This design comes from an exercise in tuning for small area, a short achievable clock period and few clock cycles on the open sky130 flow, not from production work.
The RTL was checked by simulation tests, not by an equivalence proof against the original design.
Power is estimated from default activity; no workload was simulated.

== main ==
==> flow/design.v <==
module crc16_byte (
    input  wire [15:0] crc,
    input  wire [7:0]  din,
    output wire [15:0] nxt
);
    wire [7:0] x = crc[15:8] ^ din;
    wire [7:0] y = x ^ {4'd0, x[7:4]};
    assign nxt = {crc[7:0], 8'd0} ^ {y[3:0], 12'd0} ^ {3'd0, y, 5'd0} ^ {8'd0, y};
endmodule
module od_client (
    input  wire        clk,
    input  wire        rst,
    input  wire        cmd_valid,
    output reg         cmd_ready,
    input  wire        cmd_write,
    input  wire [15:0] cmd_idx,
    input  wire [7:0]  cmd_sub,
    input  wire [2:0]  cmd_wid,
    input  wire        cmd_sgn,
    input  wire [31:0] cmd_val,
    input  wire [31:0] cmd_tmo,
    output reg         tx_valid,
    output reg  [7:0]  tx_data,
    output reg         tx_last,
    input  wire        tx_ready,
    input  wire        txr_valid,
    input  wire        txr_ok,
    output reg         txr_ready,
    input  wire        rx_valid,
    input  wire [7:0]  rx_data,
    output reg         rx_ready,
    input  wire        tick,
    output reg         res_valid,
    output reg  [3:0]  res_kind,
    output reg  [2:0]  res_cause,
    output reg  [31:0] res_info,
    output reg  [31:0] res_val,
    input  wire        res_ready
);
    localparam [7:0] START    = 8'h7E;
    localparam [7:0] ESC      = 8'h7D;
    localparam [7:0] OP_READ  = 8'h01;
    localparam [7:0] OP_WRITE = 8'h02;
    localparam [3:0] K_OK = 4'd0, K_FRAME = 4'd1, K_TIMEOUT = 4'd2,
                     K_PROTO = 4'd3, K_DEVICE = 4'd4, K_WRFAIL = 4'd9,
                     K_CMD = 4'd10;
    localparam [2:0] FE_MARKER = 3'd1, FE_TRUNC = 3'd2, FE_CRC = 3'd4;
    localparam [2:0] PE_OPCODE = 3'd1, PE_SHAPE = 3'd2, PE_WIDTH = 3'd3;
    localparam [2:0] CE_OPERAND = 3'd3;
    localparam [2:0] R_START = 3'd0, R_OPC = 3'd1, R_LEN = 3'd2,
                     R_PAY = 3'd3, R_CLO = 3'd4, R_CHI = 3'd5;
    reg        txing;        
    reg        txend;        
    reg        zpend;        
    reg        wr;
    reg        w1, w2;       
    reg        sgn;
    reg [31:0] tmr;
    reg [3:0]  k;            
    reg        escp;         
    reg        cur_res;      
    reg [2:0]  rph;
    reg        escf;
    reg        rxany;
    reg [7:0]  rem;          
    reg        lo_ok;
    reg [7:0]  rq;
    reg        q_opc, q_len, q_pay;
    reg        opc_bad;
    reg        len_short;
    reg        len_bad;
    reg        abt_nz;       
    reg [15:0] crc;
    function is_res(input [7:0] b);
        is_res = (b == START) || (b == ESC);
    endfunction
    wire cmd_take = cmd_valid && cmd_ready;
    wire cmd_bad  = !((cmd_wid == 3'd1) || (cmd_wid == 3'd2) || (cmd_wid == 3'd4)) ||
                    (cmd_tmo == 32'd0);
    wire [7:0] cur     = res_info[7:0];
    wire       tx_adv  = txing && (!tx_valid || tx_ready);
    wire       tx_done = txend && tx_valid && tx_ready;   
    wire rx_take    = rx_valid && rx_ready;
    wire rx_content = escf || (rx_data != ESC);
    wire q_body     = q_opc || q_len || q_pay;
    wire [7:0] fill = {8{sgn & rq[7]}};
    wire [15:0] crc_nxt;
    crc16_byte u_crc (.crc(crc), .din(rx_ready ? rq : cur), .nxt(crc_nxt));
    wire [15:0] crc_fin = q_body ? crc_nxt : crc;
    wire crc_ok = lo_ok && (crc[15:8] == rx_data);
    wire dev_err  = !opc_bad && !len_short && abt_nz;
    wire read_ok  = !opc_bad && !len_short && !abt_nz && !len_bad && !wr;
    reg [3:0] pre_kind;
    reg [2:0] pre_cause;
    always @(*) begin
        pre_kind = K_OK; pre_cause = 3'd0;
        if (opc_bad)        begin pre_kind = K_PROTO;  pre_cause = PE_OPCODE; end
        else if (len_short) begin pre_kind = K_PROTO;  pre_cause = PE_SHAPE;  end
        else if (abt_nz)    begin pre_kind = K_DEVICE; pre_cause = 3'd0;      end
        else if (len_bad)   begin pre_kind = K_PROTO;  pre_cause = wr ? PE_SHAPE : PE_WIDTH; end
    end
    task fail(input [3:0] kind, input [2:0] cause);
        begin
            zpend     <= 1'b1;
            res_kind  <= kind;
            res_cause <= cause;
            rx_ready  <= 1'b0;
        end
    endtask
    always @(posedge clk) begin
        if (rst) begin
            cmd_ready <= 1'b1;
            txing     <= 1'b0;
            txend     <= 1'b0;
            zpend     <= 1'b0;
            tx_valid  <= 1'b0;
            txr_ready <= 1'b0;
            rx_ready  <= 1'b0;
            res_valid <= 1'b0;
            q_opc     <= 1'b0;
            q_len     <= 1'b0;
            q_pay     <= 1'b0;
        end else begin
            if (res_valid && res_ready) begin
                res_valid <= 1'b0;
                cmd_ready <= 1'b1;
            end
            if (cmd_take) begin
                cmd_ready <= 1'b0;
                wr        <= cmd_write;
                w1        <= cmd_wid[0];
                w2        <= cmd_wid[1];
                sgn       <= cmd_sgn;
                tmr       <= cmd_tmo;
                res_info  <= {cmd_idx, (cmd_write ? 8'd3 + {5'd0, cmd_wid} : 8'd3),
                              (cmd_write ? OP_WRITE : OP_READ)};
                res_val   <= {cmd_val[23:0], cmd_sub};
                rem       <= cmd_val[31:24];
                k         <= cmd_write ? 4'd7 + {1'b0, cmd_wid} : 4'd7;
                escp      <= 1'b0;
                cur_res   <= 1'b0;
                crc       <= 16'd0;
                tx_data   <= START;
                tx_last   <= 1'b0;
                if (cmd_bad) begin
                    fail(K_CMD, CE_OPERAND);
                end else begin
                    txing    <= 1'b1;
                    tx_valid <= 1'b1;
                end
            end
            if (tx_adv) begin
                tx_valid <= 1'b1;
                if (!escp && cur_res) begin
                    tx_data <= ESC;
                    escp    <= 1'b1;
                end else begin
                    tx_data <= cur;
                    escp    <= 1'b0;
                    k       <= k - 4'd1;
                    if (k >= 4'd3) crc <= crc_nxt;
                    if (k == 4'd3) begin
                        res_info[15:0] <= crc_nxt;
                        cur_res <= is_res(crc_nxt[7:0]);
                    end else begin
                        res_info <= {res_val[7:0], res_info[31:8]};
                        res_val  <= {rem, res_val[31:8]};
                        cur_res  <= is_res(res_info[15:8]);
                    end
                    if (k == 4'd1) begin
                        tx_last <= 1'b1;
                        txing   <= 1'b0;
                        txend   <= 1'b1;
                    end
                end
            end else if (tx_valid && tx_ready) begin
                tx_valid <= 1'b0;
            end
            if (tx_done) begin
                txend     <= 1'b0;
                txr_ready <= 1'b1;
            end
            if (txr_valid && txr_ready) begin
                txr_ready <= 1'b0;
                rph       <= R_START;
                escf      <= 1'b0;
                rxany     <= 1'b0;
                crc       <= 16'd0;
                if (txr_ok) rx_ready <= 1'b1;
                else        fail(K_WRFAIL, 3'd0);
            end
            rq    <= rx_data;
            q_opc <= rx_take && rx_content && (rph == R_OPC);
            q_len <= rx_take && rx_content && (rph == R_LEN);
            q_pay <= rx_take && rx_content && (rph == R_PAY);
            if (q_body) crc <= crc_nxt;
            if (q_opc) opc_bad <= (rq != (wr ? OP_WRITE : OP_READ));
            if (q_len) begin
                k         <= 4'd0;
                len_short <= (rq < 8'd4);
                len_bad   <= (rq != (wr ? 8'd4 : w1 ? 8'd5 : w2 ? 8'd6 : 8'd8));
            end
            if (q_pay) begin
                if (!k[3]) k <= k + 4'd1;
                if (!k[2] && !k[3]) begin
                    res_info <= {rq, res_info[31:8]};
                    abt_nz   <= (abt_nz && k != 4'd0) || (rq != 8'd0);
                end
                if (k[2] && !k[3]) begin
                    if (w1)      res_val <= {fill, fill, fill, rq};
                    else if (w2) res_val <= {fill, fill, rq, res_val[15:8]};
                    else         res_val <= {rq, res_val[31:8]};
                end
            end
            if (rx_ready && (rph == R_CLO || rph == R_CHI) && !q_body) begin
                res_kind  <= pre_kind;
                res_cause <= pre_cause;
                if (!dev_err) res_info <= 32'd0;
                if (!read_ok) res_val  <= 32'd0;
            end
            if (zpend) begin
                zpend     <= 1'b0;
                res_valid <= 1'b1;
                res_info  <= 32'd0;
                res_val   <= 32'd0;
            end
            if (rx_take) begin
                rxany <= 1'b1;
                if (rph == R_START) begin
                    if (rx_data == START) rph <= R_OPC;
                    else                  fail(K_FRAME, FE_MARKER);
                end else begin
                    escf <= !escf && (rx_data == ESC);
                    if (rx_content) begin
                        case (rph)
                        R_OPC: rph <= R_LEN;
                        R_LEN: begin
                            rem <= rx_data;
                            rph <= (rx_data == 8'd0) ? R_CLO : R_PAY;
                        end
                        R_PAY: begin
                            rem <= rem - 8'd1;
                            if (rem == 8'd1) rph <= R_CLO;
                        end
                        R_CLO: begin
                            lo_ok <= (crc_fin[7:0] == rx_data);
                            rph   <= R_CHI;
                        end
                        default: begin
                            rx_ready <= 1'b0;
                            if (crc_ok) res_valid <= 1'b1;
                            else        fail(K_FRAME, FE_CRC);
                        end
                        endcase
                    end
                end
            end else if (rx_ready && tick) begin
                tmr <= tmr - 32'd1;
                if (tmr == 32'd1) begin
                    if (rxany) fail(K_FRAME, FE_TRUNC);
                    else       fail(K_TIMEOUT, 3'd0);
                end
            end
        end
    end
endmodule
==> flow/config.mk <==
export PLATFORM = sky130hd
export DESIGN_NAME = od_client
export DESIGN_NICKNAME = od_client
export VERILOG_FILES = /design/flow/design.v
export SDC_FILE = /design/flow/constraint.sdc
export NUM_CORES = 4
export LEC_CHECK = 0
export ABC_AREA = 1
export CAP_MARGIN = 20
export CORE_MARGIN = 2
export CORE_UTILIZATION = 55
export CTS_BUF_LIST = sky130_fd_sc_hd__clkbuf_8
export SETUP_SLACK_MARGIN = 2.85
export SLEW_MARGIN = 20
==> flow/constraint.sdc <==
create_clock -name core_clock -period 5.0 [get_ports {clk}]
set_input_delay 1.0000 -clock core_clock [delete_from_list [all_inputs] [get_ports {clk}]]
set_output_delay 1.0000 -clock core_clock [all_outputs]
set_load 0.01 [all_outputs]
standard.sh (not shown) runs the stock make flow with config.mk's settings and CLKGATE_MAP_FILE= SYNTH_SCRIPT=/design/flow/synth_recipe.tcl, a recipe that flattens the netlist after the stock synthesis.
==> flow/flow/run.sh <==
#!/bin/bash
# The standard layout, with plain buffers (buf_2) on the ports instead of the
# delay cells that buffer_ports picks by default. Every port still gets its
# own buffer.
set -euo pipefail
bash standard.sh "BUFFER_PORTS_ARGS=-buffer_cell sky130_fd_sc_hd__buf_2" finish > standard.log 2>&1
Testbench counts of main, summed over its fixed seeds: cycles 7,284.
## Diff of input files: the feature branch against main
--- a/flow/design.v
+++ b/flow/design.v
@@ -96,12 +96,37 @@
         pre_kind = K_OK; pre_cause = 3'd0;
         if (opc_bad)        begin pre_kind = K_PROTO;  pre_cause = PE_OPCODE; end
         else if (len_short) begin pre_kind = K_PROTO;  pre_cause = PE_SHAPE;  end
         else if (abt_nz)    begin pre_kind = K_DEVICE; pre_cause = 3'd0;      end
         else if (len_bad)   begin pre_kind = K_PROTO;  pre_cause = wr ? PE_SHAPE : PE_WIDTH; end
     end
+    wire        tmr_dec = rx_ready && tick && !rx_take;
+    wire [31:0] tmr_low0;
+    assign tmr_low0[0] = 1'b1;
+    genvar gi;
+    generate
+        for (gi = 1; gi < 32; gi = gi + 1) begin : g_low0
+            assign tmr_low0[gi] = tmr_low0[gi-1] && !tmr[gi-1];
+        end
+    endgenerate
+    wire       rx_hit  = rx_take && rx_content;
+    wire       rem_dec = rx_hit && (rph == R_PAY);
+    wire [7:0] rem_low0;
+    assign rem_low0[0] = 1'b1;
+    generate
+        for (gi = 1; gi < 8; gi = gi + 1) begin : g_rlow0
+            assign rem_low0[gi] = rem_low0[gi-1] && !rem[gi-1];
+        end
+    endgenerate
+    always @(posedge clk) begin
+        tmr <= cmd_take ? cmd_tmo : (tmr ^ ({32{tmr_dec}} & tmr_low0));
+        rq  <= rx_data;
+        rem <= cmd_take ? cmd_val[31:24] :
+               (rx_hit && rph == R_LEN) ? rx_data :
+               (rem ^ ({8{rem_dec}} & rem_low0));
+    end
     task fail(input [3:0] kind, input [2:0] cause);
         begin
             zpend     <= 1'b1;
             res_kind  <= kind;
             res_cause <= cause;
             rx_ready  <= 1'b0;
@@ -128,17 +153,15 @@
             if (cmd_take) begin
                 cmd_ready <= 1'b0;
                 wr        <= cmd_write;
                 w1        <= cmd_wid[0];
                 w2        <= cmd_wid[1];
                 sgn       <= cmd_sgn;
-                tmr       <= cmd_tmo;
                 res_info  <= {cmd_idx, (cmd_write ? 8'd3 + {5'd0, cmd_wid} : 8'd3),
                               (cmd_write ? OP_WRITE : OP_READ)};
                 res_val   <= {cmd_val[23:0], cmd_sub};
-                rem       <= cmd_val[31:24];
                 k         <= cmd_write ? 4'd7 + {1'b0, cmd_wid} : 4'd7;
                 escp      <= 1'b0;
                 cur_res   <= 1'b0;
                 crc       <= 16'd0;
                 tx_data   <= START;
                 tx_last   <= 1'b0;
@@ -186,13 +209,12 @@
                 escf      <= 1'b0;
                 rxany     <= 1'b0;
                 crc       <= 16'd0;
                 if (txr_ok) rx_ready <= 1'b1;
                 else        fail(K_WRFAIL, 3'd0);
             end
-            rq    <= rx_data;
             q_opc <= rx_take && rx_content && (rph == R_OPC);
             q_len <= rx_take && rx_content && (rph == R_LEN);
             q_pay <= rx_take && rx_content && (rph == R_PAY);
             if (q_body) crc <= crc_nxt;
             if (q_opc) opc_bad <= (rq != (wr ? OP_WRITE : OP_READ));
             if (q_len) begin
@@ -232,17 +254,15 @@
                 end else begin
                     escf <= !escf && (rx_data == ESC);
                     if (rx_content) begin
                         case (rph)
                         R_OPC: rph <= R_LEN;
                         R_LEN: begin
-                            rem <= rx_data;
                             rph <= (rx_data == 8'd0) ? R_CLO : R_PAY;
                         end
                         R_PAY: begin
-                            rem <= rem - 8'd1;
                             if (rem == 8'd1) rph <= R_CLO;
                         end
                         R_CLO: begin
                             lo_ok <= (crc_fin[7:0] == rx_data);
                             rph   <= R_CHI;
                         end
@@ -252,13 +272,12 @@
                             else        fail(K_FRAME, FE_CRC);
                         end
                         endcase
                     end
                 end
             end else if (rx_ready && tick) begin
-                tmr <= tmr - 32'd1;
                 if (tmr == 32'd1) begin
                     if (rxany) fail(K_FRAME, FE_TRUNC);
                     else       fail(K_TIMEOUT, 3'd0);
                 end
             end
         end
The area of the die of the feature branch is lower than that of main.
main -> the feature branch: sequential cell count of the final layout delta 0, exact match
Re number of I/O pins: no difference whatsoever between the feature branch and main.
Compared with main, in the feature branch synthesized cell count fell 13%, share of cells above drive strength 1 rose 0.50 points, buffer share of cell area rose 0.22 points, power density over the cells rose 4.8%.
Testbench counts of the feature branch, summed over its fixed seeds: cycles 7,284.

-- what the ideal ports hide --
How much do the figures lean on ideal ports? The routed layouts below were timed once more, with nothing changed but the port constraints.
Step 1 sets driving cells, clkbuf_16 on the clock port and buf_2 on the other inputs (assumed; they add their load-dependent delay and slew).
Step 2, shift: input delay + t, output delay - t, t = (earliest + latest rising clock arrival at the registers) / 2. This alone moves slack from input paths to output paths.
Slacks: ideal ports / drivers / drivers and shift; pairs: ideal ports / drivers.
| run | shift t [ns] | setup slack, ns | hold WS [ns] |
|---|---|---|---|
| main | 0.515 | 2.809 / 2.762 / 2.346 | 0.460 / 0.460 / 0.460 |
| the feature branch | 0.515 | 2.786 / 2.786 / 2.336 | 0.468 / 0.468 / 0.468 |
After both steps setup and hold are still met in every run listed. The setup slack of main, which loses most, moves by -0.047 ns with the drivers and by -0.463 ns with both steps.
